This design comes from an exercise in tuning for a short achievable clock period and few clock cycles on the open sky130 flow, not from production work. Only simulation tests tie the RTL to the original design; equivalence was not proved. Power figures rest on the tool's default switching activity, not on a simulated workload.

==> run a: inputs <==
## vm20_core
module vm20_core (
    input  wire        clk,
    input  wire        rst,           
    input  wire [7:0]  exec_start,    
    output reg         mem_req,
    output reg         mem_we,
    output reg  [7:0]  mem_addr,
    output reg  [19:0] mem_wdata,
    input  wire        mem_ready,
    input  wire [19:0] mem_rdata,
    input  wire        in_valid,
    input  wire [7:0]  in_data,
    input  wire        in_eof,
    input  wire        in_err,
    output reg         in_take,
    output reg         out_valid,
    output reg         out_kind,      
    output reg  [19:0] out_data,
    input  wire        out_ready,
    input  wire        out_err,
    output wire [2:0]  status,
    output wire [7:0]  pc,
    output wire [19:0] r0,
    output wire [19:0] r1,
    output wire [19:0] r2,
    output wire [19:0] r3
);
export LEC_CHECK = 0
export CAP_MARGIN = 20
export CORE_MARGIN = 2
export CORE_UTILIZATION = 40
export SETUP_SLACK_MARGIN = 2.9
export SLEW_MARGIN = 20
export TNS_END_PERCENT = 100
create_clock -name core_clock -period 8.0 [get_ports {clk}]
standard.sh (not shown) runs the stock make flow with config.mk's settings and CLKGATE_MAP_FILE= SYNTH_SCRIPT=/design/flow/synth_recipe.tcl, a recipe that flattens the netlist after the stock synthesis.
==> flow/flow/run.sh <==
#!/bin/bash
# Layout: the standard flow (standard.sh, unchanged synthesis and steps), with the
# ports buffered by sky130_fd_sc_hd__buf_4 instead of the delay-cell buffer that
# buffer_ports picks by default. The make output goes to standard.log; each ORFS step
# keeps its own log under orfs/logs.
set -euo pipefail
export BUFFER_PORTS_ARGS="-buffer_cell sky130_fd_sc_hd__buf_4"
bash standard.sh > standard.log 2>&1
==> run b (differences from run a) <==
--- a/flow/design.v
+++ b/flow/design.v
@@ -80,11 +80,10 @@
     reg [1:0]  bt_ptr;
     reg [19:0] ir_sx;        
     reg        ir_sxv;
     reg        ir_rz;        
     reg        ir_rzv;       
-    reg [19:0] ir_rv;        
     reg [7:0]  ir_hv;        
     reg        ir_hit;       
     reg        ir_aok;       
     reg        lr_q;         
     reg [19:0] pb;
@@ -294,11 +293,11 @@
     wire        tok_big  = (tok_mag > 24'd524288);
     wire        tok_ok   = !tok_bad && tok_digit && !tok_ovf &&
                            (tok_neg ? !tok_big : (tok_mag <= 24'd524287));
     wire [19:0] tok_val  = tok_neg ? (20'd0 - tok_mag[19:0]) : tok_mag[19:0];
     wire e_rd   = ex && k_memrd && !c_hit;               
-    wire e_st   = ex && (op == OP_ST) && addr_ok && ir_rzv;   
+    wire e_st   = ex && (op == OP_ST) && addr_ok;        
     wire e_we   = e_st || (est[I_INST] && io_ok);
     wire e_port = e_rd || e_we;
     wire [7:0] e_addr = sx8;
     reg tk_fast;
     always @(*) begin
@@ -322,11 +321,11 @@
                     OP_LD, OP_ADD, OP_SUB, OP_OR, OP_AND:
                         e_done = c_hit || (!x0 && !addr_ok);
                     OP_MUL, OP_DIV:
                         e_done = (!x0 && !addr_ok) || (c_hit && md_z);
                     OP_ST:
-                        e_done = !addr_ok || (ir_rzv && mem_ready);
+                        e_done = !addr_ok || mem_ready;
                     OP_IO:
                         case (rf)
                             2'd0: e_done = 1'b0;
                             2'd1: e_done = in_valid || in_eof || in_err;
                             2'd2: e_done = !addr_ok || (c_hit && out_ready);
@@ -398,11 +397,11 @@
     end
     always @(*) begin
         mem_req   = running;
         mem_we    = e_we;
         mem_addr  = f_addr;
-        mem_wdata = est[I_INST] ? tok_w : ir_rv;
+        mem_wdata = est[I_INST] ? tok_w : rval;
     end
     always @(*) begin
         in_take   = 1'b0;
         out_valid = 1'b0;
         out_kind  = 1'b0;
@@ -514,17 +513,10 @@
             sx_fresh = fwd ? !(rw_en && (rw_idx == w[13:12]) && !fw_en) &&
                              !(fw_sp && !fw_en && (rf == w[13:12]))
                            : !(rw_en && (rw_idx == w[13:12]));
         end
     endfunction
-    function [19:0] calc_rv;
-        input [19:0] w;
-        input        fwd;
-        begin
-            calc_rv = (fwd && fw_sp && rf == w[15:14]) ? fw_val : regs[w[15:14]];
-        end
-    endfunction
     function calc_rz;
         input [19:0] w;
         input        fwd;
         begin
             calc_rz = (((fwd && fw_sp && rf == w[15:14]) ? fw_val : regs[w[15:14]]) == 20'd0);
@@ -624,11 +616,10 @@
                     ir_hv  <= hv_of_pb;
                     ir_hit <= |hv_of_pb;
                     ir_aok <= a8_of_pb[8];
                     ir_sxv <= sx_fresh(pb, 1'b1);
                     ir_rz  <= calc_rz(pb, 1'b1);
-                    ir_rv  <= calc_rv(pb, 1'b1);
                     ir_rzv <= rz_fresh(pb, 1'b1);
                     ir    <= pb;
                     ir_bt  <= pb_bt;
                     ir_btt <= pb_btt;
                     ir_nop <= (pb[11:8] != 4'd0);
@@ -642,11 +633,10 @@
                     ir_hv  <= hv_of_mem;
                     ir_hit <= |hv_of_mem;
                     ir_aok <= a8_of_mem[8];
                     ir_sxv <= sx_fresh(mem_rdata, 1'b1);
                     ir_rz  <= calc_rz(mem_rdata, 1'b1);
-                    ir_rv  <= calc_rv(mem_rdata, 1'b1);
                     ir_rzv <= rz_fresh(mem_rdata, 1'b1);
                     ir    <= mem_rdata;
                     ir_bt  <= b_pred;
                     ir_btt <= if_btt;
                     ir_nop <= (mem_rdata[11:8] != 4'd0);
@@ -657,11 +647,10 @@
                 ir_hv  <= hv_of_ir;
                 ir_hit <= |hv_of_ir;
                 ir_aok <= a8_of_ir[8];
                 ir_sxv <= sx_fresh(ir, 1'b0);
                 ir_rz  <= calc_rz(ir, 1'b0);
-                ir_rv  <= calc_rv(ir, 1'b0);
                 ir_rzv <= rz_fresh(ir, 1'b0);
                 if (if_v) begin
                     pb    <= mem_rdata;
                     pb_bt  <= b_pred;
                     pb_btt <= if_btt;
--- a/flow/config.mk
+++ b/flow/config.mk
@@ -6,8 +6,8 @@
 export NUM_CORES = 4
 export LEC_CHECK = 0
 export CAP_MARGIN = 20
 export CORE_MARGIN = 2
 export CORE_UTILIZATION = 40
-export SETUP_SLACK_MARGIN = 2.9
+export SETUP_SLACK_MARGIN = 3.0
 export SLEW_MARGIN = 20
-export TNS_END_PERCENT = 100
+export TNS_END_PERCENT = 30
==> notes <==
Run a ran to the end with no violations. Run b completed without violations.
Between run b and run a, the lower sequential power is in run b (gap about 4%, measured against run a).
Of run b and run a, run b has the higher register-to-register slack (gap 0.12 ns).
In run b the die area is smaller than in run a, by about 7%.
In run b the cell count is smaller than in run a, by about 7%.
Between run a and run b, the lower sequential share of layout area is in run a (gap 1.4 points).
Against run b, the worst hold slack of run a is lower by 0.018 ns.
First-iteration DRC count: run b is lower than run a (15%).
Against run a, the area after synthesis of run b is smaller by 6.7%.
Against run b, the combinational power of run a is larger by about 15%.
==> figures <==
                                                                                              run b        run a
Vias/cell                                                                                      6.53         6.68
Post-synthesis share of cell area spent on full adders, half adders and majority gates        6.48%        6.03%
Initial antenna violation count                                                                  11           23
Via count of the first global-routing pass                                                    49.4k        53.7k
Global routing usage on met3                                                                  9.20%        9.10%
Signal buffers                                                                                  487          528
Worst-case reg-to-reg path depth                                                                 11           10
Number of flops mapped to enable cells by yosys                                                 689          709
Die H                                                                                        381 um       395 um
Avg Cell Area, Syn                                                                        9.64 um^2    9.61 um^2
Placed inst area                                                                         60700 um^2   65100 um^2
Sequential area share after synthesis                                                         38.2%        36.6%
Mux cell area share after synthesis                                                           8.39%        10.5%
FF/Latch Area                                                                            21800 um^2   22400 um^2
Run status                                                                 timing/DRC/antenna clean  timing/DRC/antenna clean
Hold_sp                                                                                    count[7]     count[1]
Core Footprint                                                                          141000 um^2  152000 um^2
Post-Syn Instances                                                                             5912         6352
Post-DR wirelength/cell                                                                     31.2 um      32.8 um
Top-area cell type share of the netlist area                                                  36.3%        34.9%
Testbench counts of run a, summed over its fixed seeds: cycles 66,570.
Testbench counts of run b, summed over its fixed seeds: cycles 66,500.

[port drivers added, routing unchanged]
In the flow no input, the clock included, has a driving cell. The finished layouts below were timed again as built, in two steps. Step 1, drivers: a clkbuf_16 drives clk and a buf_2 each remaining input, both assumed. Step 2, shift: input delay + t, output delay - t, t = (earliest + latest rising clock arrival at the registers) / 2. This alone moves slack from input paths to output paths. Slacks: ideal ports / drivers / drivers and shift; pairs: ideal ports / drivers.
run	shift t [ns]	slack for setup (ns)	hold slack, ns	worst setup path after step 2
run a	0.811	2.705 / 2.510 / 1.951	0.476 / 0.476 / 0.476	input to register
run b	0.810	2.778 / 2.696 / 1.990	0.495 / 0.495 / 0.495	input to register
After both steps setup and hold are still met in every run listed. For run b, which loses most, drivers alone change the setup slack by -0.082 ns; drivers and shift together by -0.788 ns.
